Context: an optimization exercise on an open-source flow, tuned for small area, a short achievable clock period and few clock cycles per item. The choices shown serve that exercise and are no tape-out recipe.
At most, simulation tests tie the RTL to the original design; equivalence was not proved.
No functional check of the RTL was part of runs 2 to 5.
Power and IR drop assume default switching activity.

[design/flow/config.mk]
export PLATFORM = sky130hd
export DESIGN_NAME = pfde_seq
export DESIGN_NICKNAME = pfde_seq
export VERILOG_FILES = /design/flow/design.v
export SDC_FILE = /design/flow/constraint.sdc
export NUM_CORES = 4
export LEC_CHECK = 0
export CAP_MARGIN = 20
export CORE_MARGIN = 2
export CORE_UTILIZATION = 40
export CTS_BUF_LIST = sky130_fd_sc_hd__clkbuf_8
export SETUP_SLACK_MARGIN = 2.0
export SLEW_MARGIN = 20
[design/flow/constraint.sdc]
create_clock -name core_clock -period 5.5 [get_ports {clk}]
set_input_delay 1.1000 -clock core_clock [delete_from_list [all_inputs] [get_ports {clk}]]
set_output_delay 1.1000 -clock core_clock [all_outputs]
set_load 0.01 [all_outputs]
[design/flow/design.v]
module pfde_seq (
    input  wire        clk,
    input  wire        rst,           
    input  wire        cmd_valid,
    output wire        cmd_ready,
    input  wire [15:0] cmd_count,     
    input  wire        in_valid,
    output reg         in_ready,
    input  wire [7:0]  in_data,
    output reg         out_valid,
    input  wire        out_ready,
    output reg  [31:0] out_id,
    output reg         done,          
    output wire        err,
    output wire [3:0]  err_code,
    output reg  [19:0] consumed
);
    localparam [2:0] S_IDLE = 3'd0,
                     S_BV0  = 3'd1,    
                     S_BV1  = 3'd2,    
                     S_BV2  = 3'd3,    
                     S_HDR  = 3'd4,    
                     S_FOR  = 3'd5,    
                     S_CON  = 3'd6,    
                     S_FIN  = 3'd7;    
    reg  [2:0]  state;
    reg  [15:0] rem;        
    reg  [7:0]  bl;         
    reg         lastblk;    
    reg  [5:0]  bw;         
    reg         wide;       
    reg         st2;        
    reg  [31:0] q;          
    reg  [5:0]  bcnt;       
    reg         pv;         
    reg  [31:0] pe;         
    reg         have;       
    reg         phi;        
    reg         pz;         
    reg         pcin;       
    reg         pfin;       
    reg         bv3;        
    reg         ec3, ec2, ec1;    
    assign err_code = {ec3, ec2, ec1, ec3};
    assign err      = ec1;
    function [15:0] rev16(input [15:0] x);
        integer i;
        for (i = 0; i < 16; i = i + 1) rev16[i] = x[15 - i];
    endfunction
    function [7:0] rev8(input [7:0] x);
        integer i;
        for (i = 0; i < 8; i = i + 1) rev8[i] = x[7 - i];
    endfunction
    function [15:0] tmask(input [4:0] k);
        integer i;
        for (i = 0; i < 16; i = i + 1) tmask[i] = (k > i);
    endfunction
    wire out_free = !out_valid || out_ready;
    wire s2_go  = pv && (phi || out_free);
    wire p_free = !pv || s2_go;
    wire [4:0] klo  = wide ? 5'd16 : bw[4:0];             
    wire [4:0] khi  = bw[5] ? 5'd16 : {1'b0, bw[3:0]};    
    wire [4:0] kcur = st2 ? khi : klo;
    wire [15:0] mlo = tmask(klo);
    wire [15:0] mhi = wide ? tmask(khi) : 16'd0;
    wire more1 = (bl[7:1] != 7'd0);                       
    wire more2 = (bl[7:2] != 6'd0) || (bl[1] && bl[0]);   
    wire more3 = (bl[7:2] > 6'd1);                        
    wire rem_big = (rem[15:8] != 8'd0) || (rem[7] && (rem[6:0] != 7'd0));
    wire is_for = (state == S_FOR);
    wire is_con = (state == S_CON);
    wire [6:0] b1 = {1'b0, bw};
    wire [6:0] b2 = {bw, 1'b0};
    wire [6:0] thr   = (wide && more2) ? 7'd127 :
                       ((more1 ? b2 : b1) - (st2 ? 7'd16 : 7'd0));
    wire [6:0] thr_s = (!wide)        ? (more2 ? b2 : b1) :
                       (!st2)         ? (more2 ? 7'd127 : ((more1 ? b2 : b1) - 7'd16)) :
                                        (more3 ? 7'd127 : (more2 ? b2 : b1));
    wire con_full = (bcnt >= bw);
    wire con_full8 = ({1'b0, bcnt} + 7'd8 >= b1);
    wire con_run  = bcnt[5];
    wire con_pad  = is_con && !in_ready && !con_run;   
    wire step   = is_for && have && p_free;
    wire fin    = !wide || st2;                           
    wire cemit  = is_con && con_run && p_free;
    wire id_end = (step && fin) || cemit;
    assign cmd_ready = (state == S_IDLE);
    wire byte_in = in_valid && in_ready;
    wire [46:0] qx  = {q[30:0], 16'd0};
    wire [30:0] sh4 = bcnt[4] ? qx[46:16] : qx[30:0];
    wire [22:0] sh3 = bcnt[3] ? sh4[30:8] : sh4[22:0];
    wire [18:0] sh2 = bcnt[2] ? sh3[22:4] : sh3[18:0];
    wire [16:0] sh1 = bcnt[1] ? sh2[18:2] : sh2[16:0];
    wire [15:0] sh0 = bcnt[0] ? sh1[16:1] : sh1[15:0];
    wire [15:0] ext = rev16(sh0) & (st2 ? mhi : mlo);
    wire [31:0] addend  = pe;
    wire        add_ci  = pcin;
    wire [31:0] acc     = pz ? 32'd0 : out_id;
    wire [31:0] ag0 = acc & addend;
    wire [31:0] ap0 = acc ^ addend;
    wire [31:0] ag [0:5];
    wire [31:0] ap [0:5];
    assign ag[0] = {ag0[31:1], ag0[0] | (ap0[0] & add_ci)};
    assign ap[0] = ap0;
    genvar lv, bt;
    generate
        for (lv = 0; lv < 5; lv = lv + 1) begin : g_lv
            for (bt = 0; bt < 32; bt = bt + 1) begin : g_bt
                if (((bt >> lv) & 1) == 1) begin : g_op
                    localparam integer J = ((bt >> lv) << lv) - 1;
                    assign ag[lv+1][bt] = ag[lv][bt] | (ap[lv][bt] & ag[lv][J]);
                    assign ap[lv+1][bt] = ap[lv][bt] & ap[lv][J];
                end else begin : g_pass
                    assign ag[lv+1][bt] = ag[lv][bt];
                    assign ap[lv+1][bt] = ap[lv][bt];
                end
            end
        end
    endgenerate
    wire [31:0] sum = ap0 ^ {ag[5][30:0], add_ci};
    wire [5:0] bc_8   = bcnt + 6'd8;
    wire [5:0] bc_k   = bcnt - {1'b0, kcur};
    wire [5:0] bc_8k  = bc_8 - {1'b0, kcur};
    wire [5:0] bcnt_ns = (byte_in || con_pad) ? bc_8 : bcnt;
    wire [5:0] bcnt_s  = byte_in ? bc_8k : bc_k;
    wire [5:0] bcnt_n  = step ? bcnt_s : bcnt_ns;
    wire ir_ns = (bcnt_ns <= 6'd23) && ({1'b0, bcnt_ns} < thr);
    wire ir_s  = (bcnt_s  <= 6'd23) && ({1'b0, bcnt_s}  < thr_s);
    wire ir_for = step ? ir_s : ir_ns;
    wire st2_n  = (step && wide) ? !st2 : st2;
    wire [4:0] kcur_s = (wide && !st2) ? khi : klo;
    wire have_ns = (bcnt_ns >= {1'b0, kcur});
    wire have_s  = (bcnt_s  >= {1'b0, kcur_s});
    wire have_n  = step ? have_s : have_ns;
    wire [7:0] cmask = (con_full8 && (bw[2:0] != 3'd0)) ? ~(8'hFF << bw[2:0]) : 8'hFF;
    wire [7:0] qin   = is_con ? (in_data & cmask) : in_data;
    wire [5:0] hdr_b    = in_data[5:0];
    wire [1:0] hdr_type = in_data[7:6];
    always @(posedge clk) begin
        if (rst) begin
            state     <= S_IDLE;
            in_ready  <= 1'b0;
            out_valid <= 1'b0;
            pv        <= 1'b0;
            done      <= 1'b0;
        end else begin
            done <= 1'b0;
            if (out_valid && out_ready)
                out_valid <= 1'b0;
            if (byte_in)
                consumed <= consumed + 20'd1;
            if (s2_go) begin
                out_id <= sum;
                if (pfin)
                    out_valid <= 1'b1;
            end
            if (step || cemit) begin
                pv   <= 1'b1;
                pe   <= is_con ? {rev16(q[15:0]), rev16(q[31:16])} :
                        st2    ? {ext, 16'd0} : {16'd0, ext};
                phi  <= is_for && st2;
                pz   <= 1'b0;
                pcin <= !(is_for && st2);
                pfin <= is_con || fin;
            end else if (s2_go)
                pv <= 1'b0;
            case (state)
            S_IDLE: begin
                in_ready <= cmd_valid && (cmd_count != 16'd0);
                if (cmd_valid) begin
                    consumed <= 20'd0;
                    ec3 <= 1'b0;
                    ec2 <= 1'b0;
                    ec1 <= 1'b0;
                    rem <= cmd_count - 16'd1;
                    state <= (cmd_count == 16'd0) ? S_FIN : S_BV0;
                end
            end
            S_BV0: begin
                if (byte_in) begin
                    bv3 <= in_data[6];
                    if (in_data[7:5] == 3'b111) begin
                        ec1      <= 1'b1;     
                        in_ready <= 1'b0;
                        state    <= S_FIN;
                    end else if (!in_data[7]) begin
                        pe       <= {25'd0, in_data[6:0]};
                        pv       <= 1'b1;
                        in_ready <= (rem != 16'd0);
                        state    <= (rem == 16'd0) ? S_FIN : S_HDR;
                    end else if (!in_data[6]) begin
                        pe     <= {18'd0, in_data[5:0], 8'd0};
                        state  <= S_BV1;
                    end else begin
                        pe     <= {11'd0, in_data[4:0], 16'd0};
                        state  <= S_BV1;
                    end
                    phi  <= 1'b0;
                    pz   <= 1'b1;
                    pcin <= 1'b0;
                    pfin <= 1'b1;
                end
            end
            S_BV1: begin
                if (byte_in) begin
                    pe[7:0] <= in_data;
                    if (!bv3) begin
                        pv        <= 1'b1;
                        in_ready  <= (rem != 16'd0);
                        state     <= (rem == 16'd0) ? S_FIN : S_HDR;
                    end else
                        state <= S_BV2;
                end
            end
            S_BV2: begin
                if (byte_in) begin
                    pe[15:8]     <= in_data;
                    pv           <= 1'b1;
                    in_ready     <= (rem != 16'd0);
                    state        <= (rem == 16'd0) ? S_FIN : S_HDR;
                end
            end
            S_HDR: begin
                if (byte_in) begin
                    bw   <= hdr_b;
                    have <= (hdr_b == 6'd0);
                    wide <= (hdr_b > 6'd16);
                    st2  <= 1'b0;
                    bcnt <= 6'd0;
                    lastblk <= !rem_big;
                    if (rem_big) begin
                        bl  <= 8'd128;
                        rem <= {rem[15:7] - 9'd1, rem[6:0]};
                    end else
                        bl  <= rem[7:0];
                    in_ready <= (hdr_type == 2'd0 || hdr_type == 2'd3) &&
                                (hdr_b <= 6'd32) && (hdr_b != 6'd0);
                    if (hdr_b > 6'd32) begin
                        ec2   <= 1'b1;     
                        ec1   <= 1'b1;
                        state <= S_FIN;
                    end else if (hdr_type == 2'd3 && hdr_b != 6'd0)
                        state <= S_CON;
                    else if (hdr_type == 2'd0 || hdr_type == 2'd3)
                        state <= S_FOR;      
                    else begin
                        ec3   <= 1'b1;     
                        ec1   <= 1'b1;
                        state <= S_FIN;
                    end
                end
            end
            S_FOR, S_CON: begin
                if (byte_in || con_pad)
                    q <= {q[23:0], byte_in ? rev8(qin) : 8'd0};
                bcnt <= bcnt_n;
                st2  <= st2_n;
                have <= have_n;
                in_ready <= is_for ? ir_for : (byte_in ? !con_full8 : !con_full);
                if (id_end) begin
                    bl <= bl - 8'd1;
                    if (!more1) begin
                        in_ready <= !lastblk;
                        state    <= lastblk ? S_FIN : S_HDR;
                    end
                end
            end
            default: begin  
                in_ready <= 1'b0;
                if (!pv && out_free) begin
                    done  <= 1'b1;
                    state <= S_IDLE;
                end
            end
            endcase
        end
    end
endmodule
[design/flow/run.sh]
#!/bin/bash
# synth_recipe.tcl (not shown) runs the flow's synth.tcl, then flattens the netlist and writes it again
# the make line also repeats each setting of config.mk as NAME=value (left out here)
make -C /OpenROAD-flow-scripts/flow DESIGN_CONFIG=/design/flow/config.mk WORK_HOME=/design/flow/orfs CLKGATE_MAP_FILE= SYNTH_SCRIPT=/design/flow/synth_recipe.tcl finish
==> impl_metrics.json, run 1 <==
{
  "ys_seq_area_frac": 0.414,
  "ys_async_sr_fraction": 0,
  "grt_pass1_wl_um": 54400,
  "dp_hpwl_um": 25400,
  "fin_hold_ws_ns": 0.540,
  "routed_via_density": 5.96,
  "synth_top_area_cell": "edfxtp_1",
  "die_area_um2": 32000,
  "synth_mux_area_frac": 0.0555,
  "synth.avg_cell_area_um2": 9.71,
  "crit_required_ns": 5.89,
  "finalSetupTns_ns": 0,
  "grt_pass1_vias": 9726,
  "arrival_ns": 3.87,
  "synth_ff_type": "edfxtp_1",
  "timing.final.ws_setup_ns": 2.02,
  "yosys.area_share.simple": 0.171,
  "synth_seq_cells": 171,
  "synth_nets": 1362,
  "fmax_ghz": 0.287,
  "drc_errors": 0,
  "synthCells": 1259,
  "critPathKind": "input port to flop",
  "syn2layout_area_growth_pct": 14.2,
  "synth_compound_area_frac": 0.181,
  "synth_edf_count": 164,
  "cp-start-kind": "input port",
  "grt_max_degree": 58,
  "nNetsFinal": 1414,
  "ir_worst_vdd_uv": 162,
  "antenna_found_initial": 0,
  "layout-drive-gt1-share": 0.0785,
  "grt.total_usage": 0.218,
  "synth_top_family_by_area": "compound AO/OA/AOI/OAI gates",
  "r2r-start": "state[1]",
  "port_buffers": 89,
  "synth_adder_area_share": 0.0825,
  "gr-total-overflow": 0,
  "wl_per_cell_um": 20.2,
  "max-cap-violations": 0,
  "gp_congestion": 0.924,
  "total_power_mw": 4.04,
  "synth.distinct_cells": 75,
  "cts_buffer_depth": 2,
  "die_w_um": 179,
  "via_count": 10254,
  "drtIter0Drc": 1180,
  "cp-startpoint": "in_valid",
  "die_h_um": 179,
  "status": "no timing/DRC/antenna violations",
  "diodes": 0,
  "finish.instance_area_um2": 14000,
  "holdCritStartpoint": "pv",
  "yosys.area.top_type_share": 0.403,
  "leakage_nw": 5.09,
  "ctsHoldBuffers": 0,
  "ios": 90,
  "dp_cells": 1687,
  "yosysMostFrequentCell": "edfxtp_1",
  "instances_no_fill": 1720,
  "core_um2": 30300,
  "hold_violations": 0,
  "crit_fanout": 23,
  "drt_first_pass_iters": 6,
  "setup_viol": 0,
  "slew_headroom": 0.298,
  "drt-total-wl_um": 34700,
  "power.density_nw_per_um2": 289,
  "end_kind": "flop",
  "cts_buffers": 17,
  "path_clk_slew_ns": 0.11,
  "synth.area.top_cells": "edfxtp_1 (40%), ha_1 (6.9%), o21ai_0 (3.8%)",
  "netlist_area_um2": 12200,
  "yosysWarnings": 1,
  "worst_pin_slew_ns": 1.05,
  "pre_cts_ws_ns": 1.46,
  "start_util": 0.403,
  "cts-root-buf": "clkbuf_8",
  "clkSinkCount": 171,
  "hold_path.class": "flop to flop",
  "ant_nets": 0,
  "yosys.area_share.xor_xnor": 0.0559,
  "htree_levels": 4,
  "rsz0062_at_grt": "yes",
  "fin_skew_ns": 0.0198,
  "rows": 64,
  "min_period_over_period": 0.633,
  "cts_tree": "built",
  "utilization": 0.460,
  "fin_crit_ns": 3.48,
  "maxSlewViolCount": 0,
  "synth_common_cells": "edfxtp_1 (164), nand2_1 (113), nor2_1 (110), o21ai_0 (93), a21oi_1 (74)",
  "clk_latency_ns": 0.48,
  "placedInstanceArea_um2": 13400
}
area by class of cell:
cell class,instances,area [um^2]
Sequential cell,171,5060
Clock inverter,15,186
Multi-Input combinational cell,970,6780
Timing Repair Buffer,108,1040
Fill cell,2867,16400
Tap cell,396,495
Clock buffer,17,234
Inverter,43,161
layer usage:
metal  wire length [um]  share of wire  GRT usage
met4                909          0.026     0.0678
met1              14800           0.43      0.293
met3               2510          0.072     0.0352
met5                  0              0          0
met2              16500           0.47      0.359
layout by cell type (no fill, tap or decap), types with 36 or more instances in the layout:
cell type        synthesis  final
nor2_1                 110    110
xnor2_1                 41     41
inv_1                   42     42
o21ai_0                 93     92
xor2_1                  37     36
a21oi_1                 74     73
nand2_1                113    112
clkdlybuf4s50_1          0     89
edfxtp_1               164    164
ha_1                    67     67
critical path: stages:
cell	delay, ns
clkdlybuf4s50_1	0.46
and2_1	0.19
buf_6	0.18
xnor2_1	0.32
xnor2_1	0.22
xnor2_1	0.18
inv_1	0.11
ha_1	0.33
nand3_1	0.09
a31oi_1	0.04
a221o_1	0.30
nand3_1	0.09
nand4b_1	0.14
o211ai_1	0.13
flip-flops by register name, indices dropped and copies added, names as in the netlist, 3 cells and up:
signal	cells
rem	16
state	3
bcnt	6
bl	8
consumed	20
pe	32
bw	6
out_id	32
q	32
final timing paths:
kind / to / slack (ns) / depth (start not counted)
hold reg to reg: done / 0.54 / 1
hold / removal: done / 0.54 / 1
setup / recovery: in_ready / 2.02 / 14
setup reg to reg: in_ready / 2.12 / 13
report_power, final:
group          total, mW  internal (mW)  leakage, nW  switching, mW
clock network      0.963          0.423        0.214          0.540
registers           1.79           1.64         1.60          0.146
logic               1.29          0.534         3.28          0.755
total               4.04           2.60         5.09           1.44
cell families after synthesis:
kind of cell             after synthesis
AO/OA/AOI/OAI                        340
adder cells (fa/ha/maj)               77
buffers and inverters                118
AND/OR/NAND/NOR                      426
flip-flops                           171
multiplexers                          49
XOR/XNOR                              78
repair_timing:
action | 4_1_cts | 5_1_grt
setup endpoints to repair | 5 | 18
setup buffers | 1 | 0
gates resized for setup | 6 | 12
pin swaps | 0 | 1
Testbench counts, summed over its fixed seeds: cycles 120,404, items 81,405.
==> inputs of run 2 (changes only) <==
--- a/design/flow/design.v
+++ b/design/flow/design.v
@@ -62,3 +62,3 @@
     wire [4:0] khi  = bw[5] ? 5'd16 : {1'b0, bw[3:0]};    
-    wire [4:0] kcur = st2 ? khi : klo;
+    reg  [4:0] kcur, kcur_s;
     wire [15:0] mlo = tmask(klo);
@@ -130,3 +130,2 @@
     wire st2_n  = (step && wide) ? !st2 : st2;
-    wire [4:0] kcur_s = (wide && !st2) ? khi : klo;
     wire have_ns = (bcnt_ns >= {1'b0, kcur});
@@ -227,2 +226,5 @@
                     wide <= (hdr_b > 6'd16);
+                    kcur <= (hdr_b > 6'd16) ? 5'd16 : hdr_b[4:0];
+                    kcur_s <= (hdr_b > 6'd16) ? (hdr_b[5] ? 5'd16 : {1'b0, hdr_b[3:0]}) :
+                                                hdr_b[4:0];
                     st2  <= 1'b0;
@@ -257,2 +259,6 @@
                 st2  <= st2_n;
+                if (step && wide) begin
+                    kcur   <= kcur_s;
+                    kcur_s <= kcur;
+                end
                 have <= have_n;
==> design/flow/flow/run.sh (new file) <==
#!/bin/bash
# The standard layout (the standard.sh, standard synthesis included), with
# the port buffers that global placement inserts made of the smallest buffer
# cell instead of the default clkdlybuf4s50_1. Every port still gets its own
# buffer; nothing else changes. ORFS's step logs stay under orfs/logs/.
set -euo pipefail
export BUFFER_PORTS_ARGS="-buffer_cell sky130_fd_sc_hd__buf_1"
bash standard.sh > standard.log 2>&1
==> design/flow/standard.sh (new file) <==
#!/bin/bash
# synth_recipe.tcl (not shown) runs the flow's synth.tcl, then flattens the netlist and writes it again
# the make line also repeats each setting of config.mk as NAME=value (left out here)
make -C /OpenROAD-flow-scripts/flow DESIGN_CONFIG=/design/flow/config.mk WORK_HOME=/design/flow/orfs CLKGATE_MAP_FILE= SYNTH_SCRIPT=/design/flow/synth_recipe.tcl "${@:-finish}"
--- a/design/flow/config.mk
+++ b/design/flow/config.mk
@@ -11,3 +11,3 @@
 export CTS_BUF_LIST = sky130_fd_sc_hd__clkbuf_8
-export SETUP_SLACK_MARGIN = 2.0
+export SETUP_SLACK_MARGIN = 2.4
 export SLEW_MARGIN = 20
removed: design/flow/run.sh
==> impl_metrics.json, run 2 <==
{
  "power.share.clock": 0.222,
  "synthCells": 1332,
  "synth_top_area_cell": "edfxtp_1",
  "final_cell_mix": "edfxtp_1 (174), nand2_1 (129), o21ai_0 (97), nor2_1 (97)",
  "slew_headroom": 0.379,
  "fin_skew_ns": 0.0169,
  "pwr-share-seq": 0.444,
  "top_regs": "out_id (32), pe (32), q (32)",
  "clk_latency_ns": 0.49,
  "drt_first_pass_iters": 6,
  "netlist_area_um2": 12900,
  "drtIter0Drc": 1116,
  "routed.top_layer": "met4",
  "hold_path.class": "flop to flop",
  "fin_hold_ws_ns": 0.501,
  "p_sw_frac": 0.377,
  "nNetsFinal": 1517,
  "multi_input_area_um2": 7270,
  "cts-root-buf": "clkbuf_8",
  "rows": 65,
  "cts_buffer_depth": 2,
  "ant_nets": 0,
  "hold_violations": 0,
  "max-cap-violations": 0,
  "crit_fanout": 2,
  "die_area_um2": 33700,
  "synth.distinct_cells": 78,
  "ys_seq_area_frac": 0.416,
  "min_period_over_period": 0.626,
  "htree_levels": 4,
  "grt.total_usage": 0.219,
  "routed_via_density": 5.99,
  "routed-wl-met3_um": 2460,
  "layout-drive-gt1-share": 0.120,
  "wl_per_cell_um": 20.5,
  "ir_worst_vdd_uv": 208,
  "path_clk_slew_ns": 0.11,
  "r2r-start": "bl[3]",
  "p_int_mw": 2.63,
  "clkSinkCount": 181,
  "die_h_um": 184,
  "critPathKind": "flop to flop",
  "timing.final.ws_setup_ns": 2.06,
  "grt_max_degree": 42,
  "yosys.area.top_type_share": 0.405,
  "leakage_nw": 5.28,
  "die_w_um": 184,
  "reg2reg_depth": 11,
  "synth_common_cells": "edfxtp_1 (174), nand2_1 (130), o21ai_0 (106), nor2_1 (99), a21oi_1 (94)",
  "end_kind": "flop",
  "antenna_found_initial": 0,
  "register_area_um2": 5370,
  "ys_async_sr_fraction": 0,
  "start_util": 0.408,
  "yosysMostFrequentCell": "edfxtp_1",
  "num-fill-cells": 3034,
  "synth.area.top_cells": "edfxtp_1 (40%), ha_1 (6.8%), mux4_2 (4.2%)",
  "cts_buffers": 17,
  "fin_crit_ns": 3.44,
  "rrSetupSlack_ns": 2.06,
  "grt_pass1_wl_um": 57700,
  "synth_seq_cells": 181,
  "rsz0062_at_grt": "yes",
  "r2r_end": "in_ready",
  "instances_no_fill": 1826,
  "diodes": 0,
  "synth_ff_type": "edfxtp_1",
  "cp-start-kind": "flop",
  "setup_viol": 0,
  "yosysWarnings": 1,
  "p_comb_frac": 0.334,
  "arrival_ns": 3.85,
  "fmax_ghz": 0.291,
  "gr-total-overflow": 0,
  "gp_congestion": 0.922,
  "drt-total-wl_um": 37400,
  "p_switching_mw": 1.59,
  "port_buffers": 89,
  "power.density_nw_per_um2": 292,
  "dp_cells": 1763,
  "pre_cts_ws_ns": 1.52,
  "core_um2": 31600,
  "utilization": 0.458,
  "status": "no timing/DRC/antenna violations",
  "grt_pass1_vias": 10315,
  "synth_nets": 1438,
  "ctsHoldBuffers": 0,
  "cts_tree": "built",
  "worst_pin_slew_ns": 0.932,
  "cp-startpoint": "bl[3]",
  "drc_errors": 0,
  "met2_length_um": 17200,
  "crit_required_ns": 5.91,
  "via_count": 10931,
  "finalSetupTns_ns": 0,
  "synth_edf_count": 174,
  "dp_hpwl_um": 26800,
  "final_common_cell": "edfxtp_1",
  "maxSlewViolCount": 0,
  "critPathCapture": "in_ready",
  "ios": 90,
  "wl_met1_um": 16700,
  "synth.avg_cell_area_um2": 9.69,
  "syn2layout_area_growth_pct": 12.2
}
==> run 2: cell count changes in the layout (fill, tap and decap cells not counted), moves of 12 or more <==
cell,previous run,this run
o22ai_1,19,7
buf_1,0,89
clkdlybuf4s50_1,89,0
a21oi_1,73,89
nand3_1,34,46
nand2_1,112,129
xnor2_1,41,25
buf_4,17,46
inv_1,42,56
nor2_1,110,97
==> run 2: worst max-delay path, stage by stage, from the launching register on <==
cell	delay (ns)
edfxtp_1	0.40
or4_4	0.55
or4_4	0.47
mux2i_4	0.22
ha_4	0.31
and2_4	0.14
ha_4	0.20
a2111oi_4	0.29
o21ai_1	0.13
a311oi_1	0.29
a311oi_1	0.10
o32ai_1	0.26
==> run 2: power by group through the flow <==
stage / clock network (mW) / registers [mW] / logic (mW)
finish: 0.937 / 1.88 / 1.41
global route: 1.00 / 1.90 / 1.58
CTS: 0.958 / 1.88 / 1.35
detailed placement: 0 / 1.91 / 1.31
global placement: 0 / 1.91 / 1.29
floorplan: 0 / 1.87 / 0.999
==> run 2: kinds of logic (layout without fill, tap and decap cells) <==
| logic type | after synthesis | after routing | share of synthesized area |
|---|---|---|---|
| AO/OA/AOI/OAI | 372 | 372 | 0.185 |
| XOR/XNOR | 69 | 69 | 0.0468 |
| adder cells (fa/ha/maj) | 77 | 77 | 0.0787 |
| buffers and inverters | 138 | 229 | 0.0429 |
| flip-flops | 181 | 181 | 0.416 |
| multiplexers | 48 | 48 | 0.0611 |
| AND/OR/NAND/NOR | 447 | 448 | 0.170 |
==> run 2: metrics by stage <==
stage | instance area, um^2 | total power [mW]
3_5_place_dp | 13600 | 3.22
2_1_floorplan | 13000 | 2.87
5_1_grt | 14500 | 4.48
3_3_place_gp | 13600 | 3.20
6_report | 14500 | 4.23
4_1_cts | 14300 | 4.19
==> run 2: worst min-delay path by stage <==
stage / startpoint / end / cells past startpoint
after CTS: pv / out_valid / 2
after detailed placement: pv / out_valid / 2
after floorplan: q[17] / q[25] / 0
after global placement: pv / out_valid / 2
final: pv / out_valid / 2
after global routing: pv / out_valid / 2
==> run 2: area by class of cell <==
class / count / share of cell area
inverter: 61 / 0.0168
timing repair buffer: 136 / 0.0483
tap: 402 / 0.0347
sequential: 181 / 0.371
clock inverter: 15 / 0.0115
multi-input combinational: 1014 / 0.502
clock buffer: 17 / 0.0162
==> run 2: repair_timing <==
item / CTS / global route
gates cloned: 0 / 1
resized for setup: 33 / 29
setup endpoints to repair: 74 / 31
buffers inserted: 16 / 14
pin swaps: 9 / 13
==> run 2: metal layers <==
layer,vias up,track usage
li1,5171,-
met3,69,0.0311
met4,0,0.0714
met2,445,0.351
met1,5246,0.307
met5,-,0
==> inputs of run 3 (changes only) <==
--- a/design/flow/design.v
+++ b/design/flow/design.v
@@ -62,3 +62,3 @@
     wire [4:0] khi  = bw[5] ? 5'd16 : {1'b0, bw[3:0]};    
-    reg  [4:0] kcur, kcur_s;
+    wire [4:0] kcur = st2 ? khi : klo;
     wire [15:0] mlo = tmask(klo);
@@ -73,6 +73,8 @@
     wire [6:0] b2 = {bw, 1'b0};
+    wire [6:0] b1m = b1 - 7'd16;
+    wire [6:0] b2m = b2 - 7'd16;
     wire [6:0] thr   = (wide && more2) ? 7'd127 :
-                       ((more1 ? b2 : b1) - (st2 ? 7'd16 : 7'd0));
+                       more1 ? (st2 ? b2m : b2) : (st2 ? b1m : b1);
     wire [6:0] thr_s = (!wide)        ? (more2 ? b2 : b1) :
-                       (!st2)         ? (more2 ? 7'd127 : ((more1 ? b2 : b1) - 7'd16)) :
+                       (!st2)         ? (more2 ? 7'd127 : (more1 ? b2m : b1m)) :
                                         (more3 ? 7'd127 : (more2 ? b2 : b1));
@@ -130,2 +132,3 @@
     wire st2_n  = (step && wide) ? !st2 : st2;
+    wire [4:0] kcur_s = (wide && !st2) ? khi : klo;
     wire have_ns = (bcnt_ns >= {1'b0, kcur});
@@ -226,5 +229,2 @@
                     wide <= (hdr_b > 6'd16);
-                    kcur <= (hdr_b > 6'd16) ? 5'd16 : hdr_b[4:0];
-                    kcur_s <= (hdr_b > 6'd16) ? (hdr_b[5] ? 5'd16 : {1'b0, hdr_b[3:0]}) :
-                                                hdr_b[4:0];
                     st2  <= 1'b0;
@@ -259,6 +259,2 @@
                 st2  <= st2_n;
-                if (step && wide) begin
-                    kcur   <= kcur_s;
-                    kcur_s <= kcur;
-                end
                 have <= have_n;
==> impl_metrics.json, run 3 <==
{
  "status": "no timing/DRC/antenna violations",
  "slew_headroom": 0.407,
  "max-cap-violations": 0,
  "p_int_mw": 2.61,
  "grt.total_usage": 0.222,
  "arrival_ns": 3.60,
  "holdCritStartpoint": "pv",
  "yosysMostFrequentCell": "edfxtp_1",
  "cts_buffers": 17,
  "ant_nets": 0,
  "p_sw_frac": 0.375,
  "dp_hpwl_um": 25900,
  "netlist_area_um2": 12400,
  "ys_async_sr_fraction": 0,
  "grt_pass1_vias": 10360,
  "ctsHoldBuffers": 0,
  "hold_path.class": "flop to flop",
  "synth.avg_cell_area_um2": 9.52,
  "worst_path_largest_cell_delay_ns": 0.41,
  "multi_input_area_um2": 7310,
  "antenna_found_initial": 4,
  "setup_viol": 0,
  "cts_tree": "built",
  "hold_violations": 0,
  "htree_levels": 4,
  "synth_nets": 1401,
  "power.share.clock": 0.216,
  "drt_first_pass_iters": 5,
  "grt_max_degree": 63,
  "cts_buffer_depth": 2,
  "cp-start-kind": "input port",
  "wl_per_cell_um": 20.3,
  "synth_top_area_cell": "edfxtp_1",
  "maxSlewViolCount": 0,
  "slowest_stage": "and2_1",
  "rsz0062_at_grt": "yes",
  "synth_edf_count": 164,
  "synthCells": 1299,
  "routed_via_density": 5.97,
  "path_clk_slew_ns": 0.11,
  "rrSetupSlack_ns": 2.28,
  "num-fill-cells": 2888,
  "gp_congestion": 0.909,
  "pwr-share-seq": 0.431,
  "syn2layout_area_growth_pct": 16.5,
  "drtIter0Drc": 995,
  "yosysWarnings": 1,
  "worst_pin_slew_ns": 0.890,
  "rows": 64,
  "grt_pass1_wl_um": 57600,
  "crit_fanout": 5,
  "die_w_um": 180,
  "final_common_cell": "edfxtp_1",
  "top_regs": "out_id (32), pe (32), q (32)",
  "min_period_over_period": 0.586,
  "clkSinkCount": 171,
  "crit_path_cell_trace": "buf_1 > and2_1 > xnor2_4 > xnor2_2 > xor2_2 > ha_1 > o21a_1 > o21ai_1 > a41oi_2 > a221oi_2 > or3_1 > a311oi_2 > o21ai_1",
  "core_um2": 30500,
  "leakage_nw": 5.20,
  "crit_required_ns": 5.88,
  "drc_errors": 0,
  "finalSetupTns_ns": 0,
  "dp_cells": 1729,
  "via_count": 10817,
  "fin_skew_ns": 0.0178,
  "port_buffers": 89,
  "fin_crit_ns": 3.22,
  "ir_worst_vdd_uv": 152,
  "gr-total-overflow": 0,
  "p_switching_mw": 1.57,
  "synth.distinct_cells": 72,
  "layout-drive-gt1-share": 0.156,
  "r2r-start": "wide",
  "synth.area.top_cells": "edfxtp_1 (40%), ha_1 (6.7%), nor2_1 (4.3%)",
  "die_area_um2": 32300,
  "fmax_ghz": 0.310,
  "p_comb_frac": 0.354,
  "ys_seq_area_frac": 0.410,
  "nNetsFinal": 1504,
  "start_util": 0.405,
  "critPathKind": "input port to flop",
  "cts-root-buf": "clkbuf_8",
  "power.density_nw_per_um2": 290,
  "clk_latency_ns": 0.48,
  "die_h_um": 180,
  "synth_common_cells": "edfxtp_1 (164), nor2_1 (141), nand2_1 (103), a21oi_1 (83), o21ai_0 (83)",
  "cpMostUsedCell": "o21ai_1",
  "instances_no_fill": 1811,
  "drt-total-wl_um": 36800,
  "synth_seq_cells": 171,
  "end_kind": "flop",
  "yosys.area.top_type_share": 0.398,
  "synth_ff_type": "edfxtp_1",
  "ios": 90,
  "register_area_um2": 5070,
  "cp-startpoint": "in_valid",
  "final_cell_mix": "edfxtp_1 (164), nor2_1 (139), nand2_1 (100)"
}
run 3: worst paths after layout:
kind               endpoint  cells after the start
setup / recovery   in_ready                     13
hold / removal    out_valid                      2
setup reg to reg   in_ready                     15
hold reg to reg   out_valid                      2
run 3: through the flow:
stage          total power, mW  instance area [um^2]   util  hold WS [ns]  setup WS, ns
6_report                  4.18                 14400  0.472         0.516          2.28
5_1_grt                   4.42                 14400  0.472         0.550          2.10
4_1_cts                   4.09                 13900  0.455         0.509          2.21
3_5_place_dp              3.14                 13100  0.430         0.495          1.55
3_3_place_gp              3.12                 13100  0.430         0.491          1.65
2_1_floorplan             2.77                 12400      -         0.444          2.12
run 3: kinds of logic after synthesis:
group           Yosys count  synth area share
simple gates            454             0.178
mux                      56            0.0590
flops                   171             0.410
xor+xnor                 76            0.0538
compound gates          344             0.180
fa+ha+maj                75            0.0798
buf+inv                 123            0.0390
run 3: routing by layer:
metal  wire [um]  global-route usage  up-vias
li1            -                   -     5062
met5          24                   0        -
met2       17100               0.360      434
met1       15800               0.298     5243
met4        1340              0.0898        4
met3        2490              0.0365       74
run 3: power groups by stage:
stage                     registers, mW  clock network [mW]  logic (mW)
after floorplan                    1.78                   0       0.995
after global routing               1.82               0.960        1.64
after global placement             1.83                   0        1.29
after CTS                          1.80               0.918        1.37
final                              1.80               0.900        1.48
after detailed placement           1.83                   0        1.31
run 3: final cells by class:
type                            count  area share
Clock buffer                       17      0.0162
Tap cell                          396      0.0344
Antenna cell                        1    0.000174
Inverter                           44      0.0121
Multi-Input combinational cell   1005       0.508
Sequential cell                   171       0.352
Clock inverter                     14     0.00982
Timing Repair Buffer              163      0.0678
run 3: critical path: cells and delay by family:
kind | cells | cell delay, ns
xor+xnor | 3 | 0.58
simple gates | 2 | 0.73
compound gates | 6 | 0.73
fa+ha+maj | 1 | 0.32
buf+inv | 1 | 0.12
run 3: repair_timing:
action                     4_1_cts  5_1_grt
setup endpoints to repair       44       35
pin swaps                       21       28
gates cloned                     0        2
setup buffers                   30       18
gates resized for setup         44       69
==> inputs of run 4 (changes only) <==
--- a/design/flow/design.v
+++ b/design/flow/design.v
@@ -65,5 +65,5 @@
     wire [15:0] mhi = wide ? tmask(khi) : 16'd0;
-    wire more1 = (bl[7:1] != 7'd0);                       
-    wire more2 = (bl[7:2] != 6'd0) || (bl[1] && bl[0]);   
-    wire more3 = (bl[7:2] > 6'd1);                        
+    reg  more1, more2, more3;
+    wire bl_ge5 = (bl[7:3] != 5'd0) || (bl[2] && (bl[1] || bl[0]));
+    wire [7:0] rem8 = rem[7:0];
     wire rem_big = (rem[15:8] != 8'd0) || (rem[7] && (rem[6:0] != 7'd0));
@@ -73,8 +73,6 @@
     wire [6:0] b2 = {bw, 1'b0};
-    wire [6:0] b1m = b1 - 7'd16;
-    wire [6:0] b2m = b2 - 7'd16;
     wire [6:0] thr   = (wide && more2) ? 7'd127 :
-                       more1 ? (st2 ? b2m : b2) : (st2 ? b1m : b1);
+                       ((more1 ? b2 : b1) - (st2 ? 7'd16 : 7'd0));
     wire [6:0] thr_s = (!wide)        ? (more2 ? b2 : b1) :
-                       (!st2)         ? (more2 ? 7'd127 : (more1 ? b2m : b1m)) :
+                       (!st2)         ? (more2 ? 7'd127 : ((more1 ? b2 : b1) - 7'd16)) :
                                         (more3 ? 7'd127 : (more2 ? b2 : b1));
@@ -235,4 +233,11 @@
                         rem <= {rem[15:7] - 9'd1, rem[6:0]};
-                    end else
-                        bl  <= rem[7:0];
+                        more1 <= 1'b1;
+                        more2 <= 1'b1;
+                        more3 <= 1'b1;
+                    end else begin
+                        bl  <= rem8;
+                        more1 <= (rem8[7:1] != 7'd0);
+                        more2 <= (rem8[7:2] != 6'd0) || (rem8[1] && rem8[0]);
+                        more3 <= (rem8[7:2] != 6'd0);
+                    end
                     in_ready <= (hdr_type == 2'd0 || hdr_type == 2'd3) &&
@@ -263,2 +268,5 @@
                     bl <= bl - 8'd1;
+                    more1 <= more2;
+                    more2 <= more3;
+                    more3 <= bl_ge5;
                     if (!more1) begin
==> impl_metrics.json, run 4 <==
{
  "routed_via_density": 6.05,
  "wl_met1_um": 16100,
  "htree_levels": 4,
  "die_h_um": 182,
  "drtIter0Drc": 1025,
  "path_clk_slew_ns": 0.09,
  "timing.final.ws_setup_ns": 2.18,
  "port_buffers": 89,
  "yosysMostFrequentCell": "edfxtp_1",
  "grt_max_degree": 60,
  "worst_path_largest_cell_delay_ns": 0.49,
  "via_count": 10896,
  "cp-start-kind": "flop",
  "register_area_um2": 5160,
  "grt_pass1_wl_um": 58400,
  "synth_ff_type": "edfxtp_1",
  "gp_congestion": 0.926,
  "power.density_nw_per_um2": 294,
  "crit_buf_inv": 2,
  "min_period_over_period": 0.604,
  "synth_mux_area_frac": 0.0624,
  "ant_nets": 0,
  "critPathKind": "flop to flop",
  "synth.area.top_cells": "edfxtp_1 (40%), ha_1 (6.6%), nor2_1 (3.5%)",
  "end_kind": "flop",
  "final_cell_mix": "edfxtp_1 (167), nor2_1 (119), nand2_1 (105)",
  "dp_hpwl_um": 26100,
  "crit_path_cell_trace": "clkinv_4 > nand2_4 > a21boi_4 > and2_4 > ha_2 > inv_1 > fa_2 > xor2_2 > ha_2 > or3_1 > a31oi_1 > a211o_1 > o21bai_1 > a211oi_2 > o211ai_1 > a31oi_1",
  "grt_pass1_vias": 10437,
  "setup_viol": 0,
  "synth_top_area_cell": "edfxtp_1",
  "fin_crit_ns": 3.32,
  "hold_violations": 0,
  "drt-total-wl_um": 37200,
  "synth_adder_area_share": 0.0796,
  "cts-root-buf": "clkbuf_8",
  "pre_cts_ws_ns": 1.51,
  "yosys.area.top_type_share": 0.396,
  "drc_errors": 0,
  "cts_buffer_depth": 2,
  "antenna_found_initial": 1,
  "cts_buffers": 17,
  "routed-wl-met3_um": 2170,
  "finalSetupTns_ns": 0,
  "hold_path.class": "flop to flop",
  "synth.avg_cell_area_um2": 9.63,
  "slowest_stage": "edfxtp_1",
  "slew_headroom": 0.372,
  "yosysWarnings": 1,
  "cts_tree": "built",
  "synth_top_family_by_area": "compound AO/OA/AOI/OAI gates",
  "nNetsFinal": 1489,
  "ys_async_sr_fraction": 0,
  "multi_input_area_um2": 7330,
  "finish.instance_area_um2": 14300,
  "rows": 65,
  "total_power_mw": 4.20,
  "ir_worst_vdd_uv": 147,
  "clkSinkCount": 174,
  "crit_fanout": 4,
  "die_area_um2": 33100,
  "die_w_um": 182,
  "clk_latency_ns": 0.48,
  "synth_edf_count": 167,
  "synth_seq_cells": 174,
  "layout-drive-gt1-share": 0.129,
  "arrival_ns": 3.72,
  "ios": 90,
  "worst_pin_slew_ns": 0.938,
  "start_util": 0.403,
  "status": "no timing/DRC/antenna violations",
  "maxSlewViolCount": 0,
  "netlist_area_um2": 12700,
  "cpLargestDelayFamily": "compound AO/OA/AOI/OAI gates",
  "met2_length_um": 17600,
  "yosys.area_share.xor_xnor": 0.0498,
  "crit_required_ns": 5.90,
  "synth.distinct_cells": 83,
  "num-fill-cells": 3049,
  "placedInstanceArea_um2": 13300,
  "utilization": 0.456,
  "grt.total_usage": 0.224,
  "syn2layout_area_growth_pct": 13.0,
  "yosys.area_share.simple": 0.177,
  "max-cap-violations": 0,
  "wl_per_cell_um": 20.7,
  "synth_common_cells": "edfxtp_1 (167), nor2_1 (119), nand2_1 (108), o21ai_0 (87), a21oi_1 (74)",
  "fmax_ghz": 0.301,
  "rsz0062_at_grt": "yes",
  "drt_first_pass_iters": 6,
  "synth_compound_area_frac": 0.181,
  "routed.top_layer": "met4",
  "core_um2": 31400,
  "gr-total-overflow": 0,
  "final_common_cell": "edfxtp_1",
  "ys_seq_area_frac": 0.407,
  "synthCells": 1315,
  "fin_skew_ns": 0.0227,
  "leakage_nw": 5.21,
  "top_regs": "out_id (32), pe (32), q (32)",
  "synth_nets": 1418
}
run 4: changes by cell type after synthesis, sizes merged, moves of 7 or more:
cell	change
o22ai	-8
o21ai	+8
a21o	+8
nand3	+15
nor2	-22
o211ai	+7
buf	+7
xnor2	-8
a22o	-8
a221oi	-9
a21oi	-8
run 4: logic make-up (layout without fill, tap and decap cells):
kind of cell / Yosys count / after routing
muxes: 55 / 55
buffers and inverters: 130 / 214
DFF: 174 / 174
adders and majority gates: 77 / 77
AOI/OAI and AO/OA: 348 / 348
xor gates and xnor gates: 72 / 72
other: 0 / 1
and+or+nand+nor: 459 / 459
run 4: timing repair:
action                     4_1_cts  5_1_grt
pin swaps                       20       19
gates cloned                     1        1
gates resized for setup         46       31
hold buffers                     0        0
setup endpoints to repair       73       40
buffers inserted                24        6
run 4: layer usage:
metal  vias up  track usage
met1      5303        0.301
met2       431        0.364
met3        70       0.0335
met5         -            0
li1       5092            -
met4         0       0.0923
run 4: worst paths after layout:
check        endpoint  cells past startpoint  slack [ns]  startpoint
max          in_ready                     16        2.18         st2
min             q[27]                      0        0.55       q[19]
max reg2reg  in_ready                     16        2.18         st2
min reg2reg     q[27]                      0        0.55       q[19]
run 4: where the power goes:
part | internal, mW | leakage, nW | switching [mW] | total (mW)
logic | 0.604 | 3.42 | 0.877 | 1.48
clock network | 0.318 | 0.175 | 0.537 | 0.855
registers | 1.70 | 1.62 | 0.170 | 1.87
total | 2.62 | 5.21 | 1.58 | 4.20
run 4: worst register-to-register path, delay by kind of cell, from the launching register on:
kind,cells,cell delay [ns]
DFF,1,0.49
adders and majority gates,3,0.72
buffers and inverters,2,0.17
AOI/OAI and AO/OA,7,1.18
xor gates and xnor gates,1,0.17
and+or+nand+nor,3,0.53
run 4: through the flow:
| step | hold slack (ns) | cells |
|---|---|---|
| after floorplan | 0.450 | 1315 |
| after global placement | 0.513 | 1737 |
| after detailed placement | 0.512 | 1737 |
| after CTS | 0.534 | 1794 |
| after global routing | 0.551 | 1802 |
| final | 0.545 | 1802 |
run 4: final cells by class:
class                   count  area share
well taps                 402      0.0352
multi-input cells        1011       0.512
repair buffers            137      0.0550
flip-flops and latches    174       0.361
diodes                      1    0.000175
clock buffers              17      0.0164
inverters                  45      0.0126
clock inverters            15     0.00796
==> inputs of run 5 (changes only) <==
--- a/design/flow/design.v
+++ b/design/flow/design.v
@@ -62,3 +62,3 @@
     wire [4:0] khi  = bw[5] ? 5'd16 : {1'b0, bw[3:0]};    
-    wire [4:0] kcur = st2 ? khi : klo;
+    reg  [4:0] kcur, kcur_s;
     wire [15:0] mlo = tmask(klo);
@@ -73,6 +73,8 @@
     wire [6:0] b2 = {bw, 1'b0};
+    wire [6:0] b1m = b1 - 7'd16;
+    wire [6:0] b2m = b2 - 7'd16;
     wire [6:0] thr   = (wide && more2) ? 7'd127 :
-                       ((more1 ? b2 : b1) - (st2 ? 7'd16 : 7'd0));
+                       more1 ? (st2 ? b2m : b2) : (st2 ? b1m : b1);
     wire [6:0] thr_s = (!wide)        ? (more2 ? b2 : b1) :
-                       (!st2)         ? (more2 ? 7'd127 : ((more1 ? b2 : b1) - 7'd16)) :
+                       (!st2)         ? (more2 ? 7'd127 : (more1 ? b2m : b1m)) :
                                         (more3 ? 7'd127 : (more2 ? b2 : b1));
@@ -130,3 +132,2 @@
     wire st2_n  = (step && wide) ? !st2 : st2;
-    wire [4:0] kcur_s = (wide && !st2) ? khi : klo;
     wire have_ns = (bcnt_ns >= {1'b0, kcur});
@@ -227,2 +228,5 @@
                     wide <= (hdr_b > 6'd16);
+                    kcur <= (hdr_b > 6'd16) ? 5'd16 : hdr_b[4:0];
+                    kcur_s <= (hdr_b > 6'd16) ? (hdr_b[5] ? 5'd16 : {1'b0, hdr_b[3:0]}) :
+                                                hdr_b[4:0];
                     st2  <= 1'b0;
@@ -264,2 +268,6 @@
                 st2  <= st2_n;
+                if (step && wide) begin
+                    kcur   <= kcur_s;
+                    kcur_s <= kcur;
+                end
                 have <= have_n;
--- a/design/flow/config.mk
+++ b/design/flow/config.mk
@@ -11,3 +11,3 @@
 export CTS_BUF_LIST = sky130_fd_sc_hd__clkbuf_8
-export SETUP_SLACK_MARGIN = 2.4
+export SETUP_SLACK_MARGIN = 2.6
 export SLEW_MARGIN = 20
==> impl_metrics.json, run 5 <==
{
  "status": "no timing/DRC/antenna violations",
  "finalSetupTns_ns": 0,
  "die_area_um2": 33400,
  "ir_worst_vdd_uv": 168,
  "synth.area.top_cells": "edfxtp_1 (42%), ha_1 (6.7%), o21ai_0 (4.3%)",
  "yosys.area.top_type_share": 0.416,
  "rows": 65,
  "final_common_cell": "edfxtp_1",
  "wl_per_cell_um": 20.5,
  "clkSinkCount": 184,
  "dp_hpwl_um": 26100,
  "min_period_over_period": 0.553,
  "r2r_end": "pe[24]",
  "ys_seq_area_frac": 0.427,
  "drt_first_pass_iters": 6,
  "synth.avg_cell_area_um2": 9.66,
  "antenna_found_initial": 0,
  "layout-drive-gt1-share": 0.166,
  "gp_congestion": 0.958,
  "maxSlewViolCount": 0,
  "fmax_ghz": 0.329,
  "drt-total-wl_um": 37700,
  "grt_pass1_wl_um": 57300,
  "synthCells": 1323,
  "synth_edf_count": 177,
  "ys_async_sr_fraction": 0,
  "max-cap-violations": 0,
  "arrival_ns": 3.43,
  "port_buffers": 89,
  "leakage_nw": 5.44,
  "gr-total-overflow": 0,
  "crit_required_ns": 5.89,
  "worstHoldEndpoint": "q[31]",
  "core_um2": 31500,
  "synth_nets": 1427,
  "clk_latency_ns": 0.50,
  "hold_path.class": "flop to flop",
  "diodes": 0,
  "min_path_cells": 0,
  "fin_hold_ws_ns": 0.504,
  "critPathKind": "input port to flop",
  "yosysWarnings": 1,
  "synth_seq_cells": 184,
  "hold_violations": 0,
  "rsz0062_at_grt": "yes",
  "pre_cts_ws_ns": 1.46,
  "slew_headroom": 0.323,
  "fin_skew_ns": 0.0191,
  "cts-root-buf": "clkbuf_8",
  "drtIter0Drc": 904,
  "grt.total_usage": 0.221,
  "power.density_nw_per_um2": 294,
  "ant_nets": 0,
  "die_w_um": 183,
  "synth.distinct_cells": 70,
  "grt_max_degree": 59,
  "synth_common_cells": "edfxtp_1 (177), nand2_1 (127), nor2_1 (114), o21ai_0 (111), a21oi_1 (110)",
  "cts_buffer_depth": 2,
  "htree_levels": 4,
  "end_kind": "flop",
  "holdCritStartpoint": "q[23]",
  "placedInstanceArea_um2": 13500,
  "reg2reg_depth": 11,
  "cts_tree": "built",
  "top_regs": "out_id (32), pe (32), q (32)",
  "synth_top_area_cell": "edfxtp_1",
  "via_count": 10873,
  "cts_buffers": 17,
  "drc_errors": 0,
  "ios": 90,
  "cp-start-kind": "input port",
  "die_h_um": 183,
  "grt_pass1_vias": 10139,
  "setup_viol": 0,
  "routed_via_density": 5.90,
  "ctsHoldBuffers": 0,
  "fin_crit_ns": 3.04,
  "r2r-start": "bcnt[3]",
  "start_util": 0.406,
  "nNetsFinal": 1533,
  "yosysMostFrequentCell": "edfxtp_1",
  "final_cell_mix": "edfxtp_1 (177), nand2_1 (125), nor2_1 (107)",
  "netlist_area_um2": 12800,
  "crit_fanout": 6,
  "synth_ff_type": "edfxtp_1",
  "syn2layout_area_growth_pct": 16.3,
  "rrSetupSlack_ns": 2.50,
  "finish.instance_area_um2": 14900,
  "worst_pin_slew_ns": 1.02,
  "path_clk_slew_ns": 0.10,
  "timing.final.ws_setup_ns": 2.46
}
## run 5: cell types whose count changed in the layout (fill, tap and decap cells not counted), sizes merged, moves of 10 or more
cell,delta
edfxtp,+10
a21oi,+35
a31oi,-10
nand2,+19
buf,+21
a21o,-10
mux2i,-10
o21ai,+20
nor3,-18
## run 5: timing repair
item	CTS	global route
resized for setup	50	84
gates cloned	1	4
endpoints found under the setup margin	80	50
pin swaps	18	32
setup buffers	28	27
## run 5: layout make-up
cell class	count	area [um^2]
multi-input cells	1012	7260
clock buffers	17	234
flip-flops and latches	184	5460
well taps	402	503
inverters	52	215
clock inverters	14	111
repair buffers	162	1080
fillers	2916	16600
## run 5: worst max-delay path: stages
cell and delay, ns:
buf_8 0.11, and2_4 0.19, xnor2_2 0.14, ha_1 0.33
a21boi_4 0.22, nor2_4 0.05, ha_2 0.31, o22ai_1 0.07
maj3_2 0.34, a2111oi_4 0.21, o41ai_2 0.11, a41o_1 0.24
## run 5: per-stage QoR
| step | instances | power (mW) | util |
|---|---|---|---|
| 3_3_place_gp | 1752 | 3.27 | 0.428 |
| 6_report | 1843 | 4.37 | 0.472 |
| 5_1_grt | 1843 | 4.62 | 0.472 |
| 3_5_place_dp | 1752 | 3.30 | 0.428 |
| 2_1_floorplan | 1323 | 2.95 | - |
| 4_1_cts | 1812 | 4.25 | 0.453 |
## run 5: cell families (layout without fill, tap and decap cells)
group / count (synthesis) / in the layout / share of synthesized area
XOR/XNOR: 69 / 69 / 0.0473
AO/OA/AOI/OAI: 377 / 377 / 0.185
AND/OR/NAND/NOR: 440 / 441 / 0.166
buffers and inverters: 128 / 245 / 0.0426
multiplexers: 48 / 48 / 0.0529
adder cells (fa/ha/maj): 77 / 77 / 0.0791
flip-flops: 184 / 184 / 0.427
## run 5: how the worst max path moves through the flow
stage | startpoint | depth (start not counted) | end | slack, ns
CTS | bcnt[1] | 11 | in_ready | 2.40
global route | wide | 13 | in_ready | 2.33
floorplan | in_valid | 14 | in_ready | 1.98
finish | in_valid | 12 | in_ready | 2.46
detailed placement | in_valid | 13 | in_ready | 1.46
global placement | in_valid | 13 | in_ready | 1.57
## run 5: report_power, final
| group | switching, mW | internal [mW] |
|---|---|---|
| clock network | 0.529 | 0.350 |
| registers | 0.174 | 1.78 |
| logic | 0.904 | 0.630 |
| total | 1.61 | 2.76 |
## run 5: metal layers
layer  wire, um  GRT usage  vias to the layer above
met2      17300      0.350                      419
met5          0          0                        -
li1           -          -                     5144
met3       2580     0.0437                       64
met4       1100     0.0752                        0
met1      16700      0.304                     5246

[what the ideal ports hide]
How much do the figures lean on ideal ports? The routed layouts below were timed once more, with nothing changed but the port constraints.
Step 1, drivers: a clkbuf_16 drives clk and a buf_2 each remaining input, both assumed.
Step 2 adds t to the input delays and takes it off the output delays; t is the mean of the earliest and latest rising clock arrival at the registers after step 1. Input paths then give back, and output paths get back, about the clock's delay inside the block.
Slacks: ideal / step 1 / step 2; pairs: ideal / step 1.
run	t (ns)	setup slack, ns	worst hold slack (ns)
run 1	0.514	2.017 / 2.027 / 1.513	0.540 / 0.540 / 0.540
run 2	0.532	2.059 / 2.059 / 1.611	0.501 / 0.501 / 0.501
run 3	0.516	2.277 / 2.283 / 1.783	0.516 / 0.516 / 0.516
run 4	0.516	2.178 / 2.178 / 1.818	0.545 / 0.545 / 0.545
run 5	0.536	2.458 / 2.449 / 1.912	0.504 / 0.504 / 0.504
After both steps every run listed still meets setup and hold. For run 5, which loses most, drivers alone change the setup slack by -0.009 ns; drivers and shift together by -0.546 ns.
